Background: an optimization exercise with open tools, aiming at small area, a short achievable clock period and few clock cycles per item. Do not read the settings as production practice.

==> module oa7_crypt, before the edit <==
module oa7_crypt (
    input  wire         clk,
    input  wire         rst,
    input  wire         start,
    input  wire         op_dec,
    input  wire         op_derive,
    input  wire [127:0] key_in,
    input  wire [31:0]  epoch,
    input  wire [31:0]  key_addr,
    input  wire [159:0] data_in,
    output wire         ready,
    output reg          done,
    output wire [159:0] data_out,
    output wire [127:0] key_out
);
    localparam [31:0] KEY_XOR = 32'h87B562F4;
    reg         busy;      
    reg         run;       
    reg         dec;       
    reg  [7:0]  dd;        
    reg  [2:0]  kc;        
    reg  [2:0]  p;         
    reg  [5:0]  jh;        
    reg  [7:0]  kq;        
    reg  [31:0] r0, r1, r2, r3, r4;
    reg  [31:0] k0, k1, k2, k3;
    reg  [31:0] mixr;      
    reg  [31:0] m1r;       
    assign ready    = ~busy;
    assign data_out = {r4, r3, r2, r1, r0};
    assign key_out  = {k3, k2, k1, k0};
    reg  [1:0]  w1;        
    reg  [1:0]  w2;        
    wire [31:0] mix_in, xk, m1, m2;
    oa7_keymix u_mix (.epoch(epoch), .addr(key_addr), .mixs(mix_in));
    oa7_keysel u_sel (.mixs(mixr), .i(w1), .xs(xk));
    oa7_mulc   u_m1  (.xs(xk),  .m(m1));
    oa7_mulc   u_m2  (.xs(m1r), .m(m2));
    wire [31:0] kder = m2 ^ (m2 >> 16) ^ KEY_XOR;
    wire        kwr  = (kc >= 3'd2);
    function [31:0] sum_of;
        input [5:0] h;
        sum_of = ({32{h[0]}} & 32'h9E3779B9) | ({32{h[1]}} & 32'h3C6EF372)
               | ({32{h[2]}} & 32'hDAA66D2B) | ({32{h[3]}} & 32'h78DDE6E4)
               | ({32{h[4]}} & 32'h1715609D) | ({32{h[5]}} & 32'hB54CDA56);
    endfunction
    function [1:0] kidx_of;
        input       d;
        input [2:0] pp;
        input [5:0] j;
        reg   [31:0] s;
        begin
            s = sum_of(j);
            kidx_of = (d ? 2'd0 - pp[1:0] : pp[1:0]) ^ s[3:2];
        end
    endfunction
    wire [31:0] sum = sum_of(jh);
    wire       last_p     = (p == 3'd4);
    wire       last_round = dec ? jh[0] : jh[5];
    wire [2:0] p_n        = last_p ? 3'd0 : p + 3'd1;
    wire [5:0] jh_n       = !last_p ? jh : dec ? {1'b0, jh[5:1]} : {jh[4:0], 1'b0};
    reg  [31:0] kw;
    integer g;
    always @(*) begin
        for (g = 0; g < 4; g = g + 1)
            case (kq[2*g +: 2])
                2'd0: kw[8*g +: 8] = k0[8*g +: 8];
                2'd1: kw[8*g +: 8] = k1[8*g +: 8];
                2'd2: kw[8*g +: 8] = k2[8*g +: 8];
                default: kw[8*g +: 8] = k3[8*g +: 8];
            endcase
    end
    wire [31:0] ddir = {{4{dd[7]}}, {4{dd[6]}}, {4{dd[5]}}, {4{dd[4]}},
                        {4{dd[3]}}, {4{dd[2]}}, {4{dd[1]}}, {4{dd[0]}}};
    wire [31:0] vp = (ddir & r4) | (~ddir & r0);
    wire [31:0] y  = (ddir & r0) | (~ddir & r1);
    wire [31:0] z  = (ddir & r3) | (~ddir & r4);
    wire [31:0] sa, sb;
    oa7_add #(.W(32)) u_a (.a((z >> 5) ^ (y << 2)), .b((y >> 3) ^ (z << 4)), .ci(1'b0), .s(sa));
    oa7_add #(.W(32)) u_b (.a(sum ^ y), .b(kw ^ z), .ci(1'b0), .s(sb));
    wire [31:0] mx = sa ^ sb;
    wire [31:0] vc;
    oa7_carry #(.W(32)) u_v (.a(vp ^ ddir), .b(mx), .ci(1'b0), .c(vc));
    wire [31:0] vn = vp ^ mx ^ vc;
    always @(posedge clk) begin
        if (rst) begin
            busy <= 1'b0;
            run  <= 1'b0;
            kc   <= 3'd0;
            done <= 1'b0;
        end else begin
            done <= 1'b0;
            if (!busy) begin
                if (start) begin
                    busy <= 1'b1;
                    run  <= ~op_derive;
                    kc   <= op_derive ? 3'd1 : 3'd0;
                end
            end else begin
                if (kc != 3'd0)
                    kc <= (kc == 3'd5) ? 3'd0 : kc + 3'd1;
                if (kc == 3'd2)
                    run <= 1'b1;
                if (run && last_p && last_round) begin
                    run  <= 1'b0;
                    busy <= 1'b0;
                    done <= 1'b1;
                end
            end
        end
    end
    always @(posedge clk) begin
        m1r <= m1 ^ (m1 >> 16);
        w1  <= busy ? w1 + 2'd1 : (op_dec ? 2'd1 : 2'd2);
        w2  <= w1;
        if (!busy) begin
            dec  <= op_dec;
            dd   <= start ? {8{~op_derive & op_dec}} : data_in[7:0];
            p    <= 3'd0;
            jh   <= op_dec ? 6'b100000 : 6'b000001;
            kq   <= start ? {4{op_dec ? 2'd1 : 2'd2}} : data_in[15:8];
            mixr <= mix_in;
            {r4, r3, r2, r1, r0} <= data_in;
            {k3, k2, k1, k0}     <= key_in;
        end else begin
            if (kc == 3'd1)
                dd <= 8'hFF;
            else if (kc == 3'd2)
                dd <= {8{dec}};
            if (kwr) begin
                case (w2)
                    2'd0: k0 <= kder;
                    2'd1: k1 <= kder;
                    2'd2: k2 <= kder;
                    default: k3 <= kder;
                endcase
            end
            if (run) begin
                p    <= p_n;
                jh   <= jh_n;
                kq   <= {4{kidx_of(dec, p_n, jh_n)}};
            end
            r0 <= (ddir & vn) | (~ddir & r1);
            r1 <= (ddir & r0) | (~ddir & r2);
            r2 <= (ddir & r1) | (~ddir & r3);
            r3 <= (ddir & r2) | (~ddir & r4);
            r4 <= (ddir & r3) | (~ddir & vn);
        end
    end
endmodule
export LEC_CHECK = 0
export CAP_MARGIN = 20
export CORE_MARGIN = 2
export CORE_UTILIZATION = 60
export SLEW_MARGIN = 20
create_clock -name core_clock -period 15.0 [get_ports {clk}]
standard.sh (not shown) runs the stock make flow with config.mk's settings and CLKGATE_MAP_FILE= SYNTH_SCRIPT=/design/flow/synth_recipe.tcl, a recipe that flattens the netlist after the stock synthesis.
==> flow/flow/run.sh <==
#!/bin/bash
set -euo pipefail
export SETUP_SLACK_MARGIN=9
export BUFFER_PORTS_ARGS="-buffer_cell sky130_fd_sc_hd__buf_1"
bash standard.sh > standard_flow.log 2>&1
The baseline produced a clean layout.
Edit:
--- a/flow/design.v
+++ b/flow/design.v
@@ -573,13 +573,13 @@
     reg         run;       
     reg         dec;       
     reg  [7:0]  dd;        
     reg  [2:0]  kc;        
     reg  [2:0]  p;         
     reg  [5:0]  jh;        
-    reg  [7:0]  kq;        
+    reg  [1:0]  kidx;      
     reg  [31:0] r0, r1, r2, r3, r4;
     reg  [31:0] k0, k1, k2, k3;
     reg  [31:0] mixr;      
     reg  [31:0] m1r;       
     assign ready    = ~busy;
     assign data_out = {r4, r3, r2, r1, r0};
@@ -612,21 +612,23 @@
     wire [31:0] sum = sum_of(jh);
     wire       last_p     = (p == 3'd4);
     wire       last_round = dec ? jh[0] : jh[5];
     wire [2:0] p_n        = last_p ? 3'd0 : p + 3'd1;
     wire [5:0] jh_n       = !last_p ? jh : dec ? {1'b0, jh[5:1]} : {jh[4:0], 1'b0};
     reg  [31:0] kw;
-    integer g;
+    wire [1:0]  kidx_nx = run ? kidx_of(dec, p_n, jh_n) : kidx;
+    reg  [31:0] kw_nx;
     always @(*) begin
-        for (g = 0; g < 4; g = g + 1)
-            case (kq[2*g +: 2])
-                2'd0: kw[8*g +: 8] = k0[8*g +: 8];
-                2'd1: kw[8*g +: 8] = k1[8*g +: 8];
-                2'd2: kw[8*g +: 8] = k2[8*g +: 8];
-                default: kw[8*g +: 8] = k3[8*g +: 8];
-            endcase
+        if (kwr && w2 == kidx_nx)
+            kw_nx = kder;
+        else case (kidx_nx)
+            2'd0: kw_nx = k0;
+            2'd1: kw_nx = k1;
+            2'd2: kw_nx = k2;
+            default: kw_nx = k3;
+        endcase
     end
     wire [31:0] ddir = {{4{dd[7]}}, {4{dd[6]}}, {4{dd[5]}}, {4{dd[4]}},
                         {4{dd[3]}}, {4{dd[2]}}, {4{dd[1]}}, {4{dd[0]}}};
     wire [31:0] vp = (ddir & r4) | (~ddir & r0);
     wire [31:0] y  = (ddir & r0) | (~ddir & r1);
     wire [31:0] z  = (ddir & r3) | (~ddir & r4);
@@ -670,13 +672,14 @@
         w2  <= w1;
         if (!busy) begin
             dec  <= op_dec;
             dd   <= start ? {8{~op_derive & op_dec}} : data_in[7:0];
             p    <= 3'd0;
             jh   <= op_dec ? 6'b100000 : 6'b000001;
-            kq   <= start ? {4{op_dec ? 2'd1 : 2'd2}} : data_in[15:8];
+            kidx <= op_dec ? 2'd1 : 2'd2;
+            kw   <= op_dec ? key_in[63:32] : key_in[95:64];
             mixr <= mix_in;
             {r4, r3, r2, r1, r0} <= data_in;
             {k3, k2, k1, k0}     <= key_in;
         end else begin
             if (kc == 3'd1)
                 dd <= 8'hFF;
@@ -690,14 +693,15 @@
                     default: k3 <= kder;
                 endcase
             end
             if (run) begin
                 p    <= p_n;
                 jh   <= jh_n;
-                kq   <= {4{kidx_of(dec, p_n, jh_n)}};
+                kidx <= kidx_nx;
             end
+            kw <= kw_nx;
             r0 <= (ddir & vn) | (~ddir & r1);
             r1 <= (ddir & r0) | (~ddir & r2);
             r2 <= (ddir & r1) | (~ddir & r3);
             r3 <= (ddir & r2) | (~ddir & r4);
             r4 <= (ddir & r3) | (~ddir & vn);
         end
Count of clock-buffer cells in the layout went up by 10.
Register-to-register slack gains 0.11 ns.
Design area came out higher by 5.9%.
Utilization is about the same.
Via count increases by 6.0%.
Synthesized cell count grows by 9.7%.
Routed wire length climbs by 2.4%.
Hold slack is about the same.
Synthesized area rose by 6.8%.
Non-clock buffer count is higher by 16.
Cell count came out higher by 8.0%.
Worst setup slack gets better by 0.11 ns.
No functional check of the RTL was part of any run of this note.

what the ideal ports hide:
In the flow no input, the clock included, has a driving cell. The finished layouts below were timed again as built, in two steps.
Step 1 sets driving cells, clkbuf_16 on the clock port and buf_2 on the other inputs (assumed; they add their load-dependent delay and slew).
Step 2 times the ports against the registers' clock, not the clock port: input delays grow and output delays shrink by t, the midpoint of the rising clock arrivals with the driver on.
a / b / c = ideal / step 1 / step 2; a / b = the first two.
run | t, ns | setup WS [ns] | latest minus earliest clock arrival (ns) | pins driven straight from the clock port
the first run | 0.653 | 9.047 / 9.047 / 9.047 | 0.039 / 0.039 | 1
the second run | 0.667 | 9.161 / 9.161 / 9.161 | 0.039 / 0.039 | 1
After both steps every run listed still meets setup and hold.
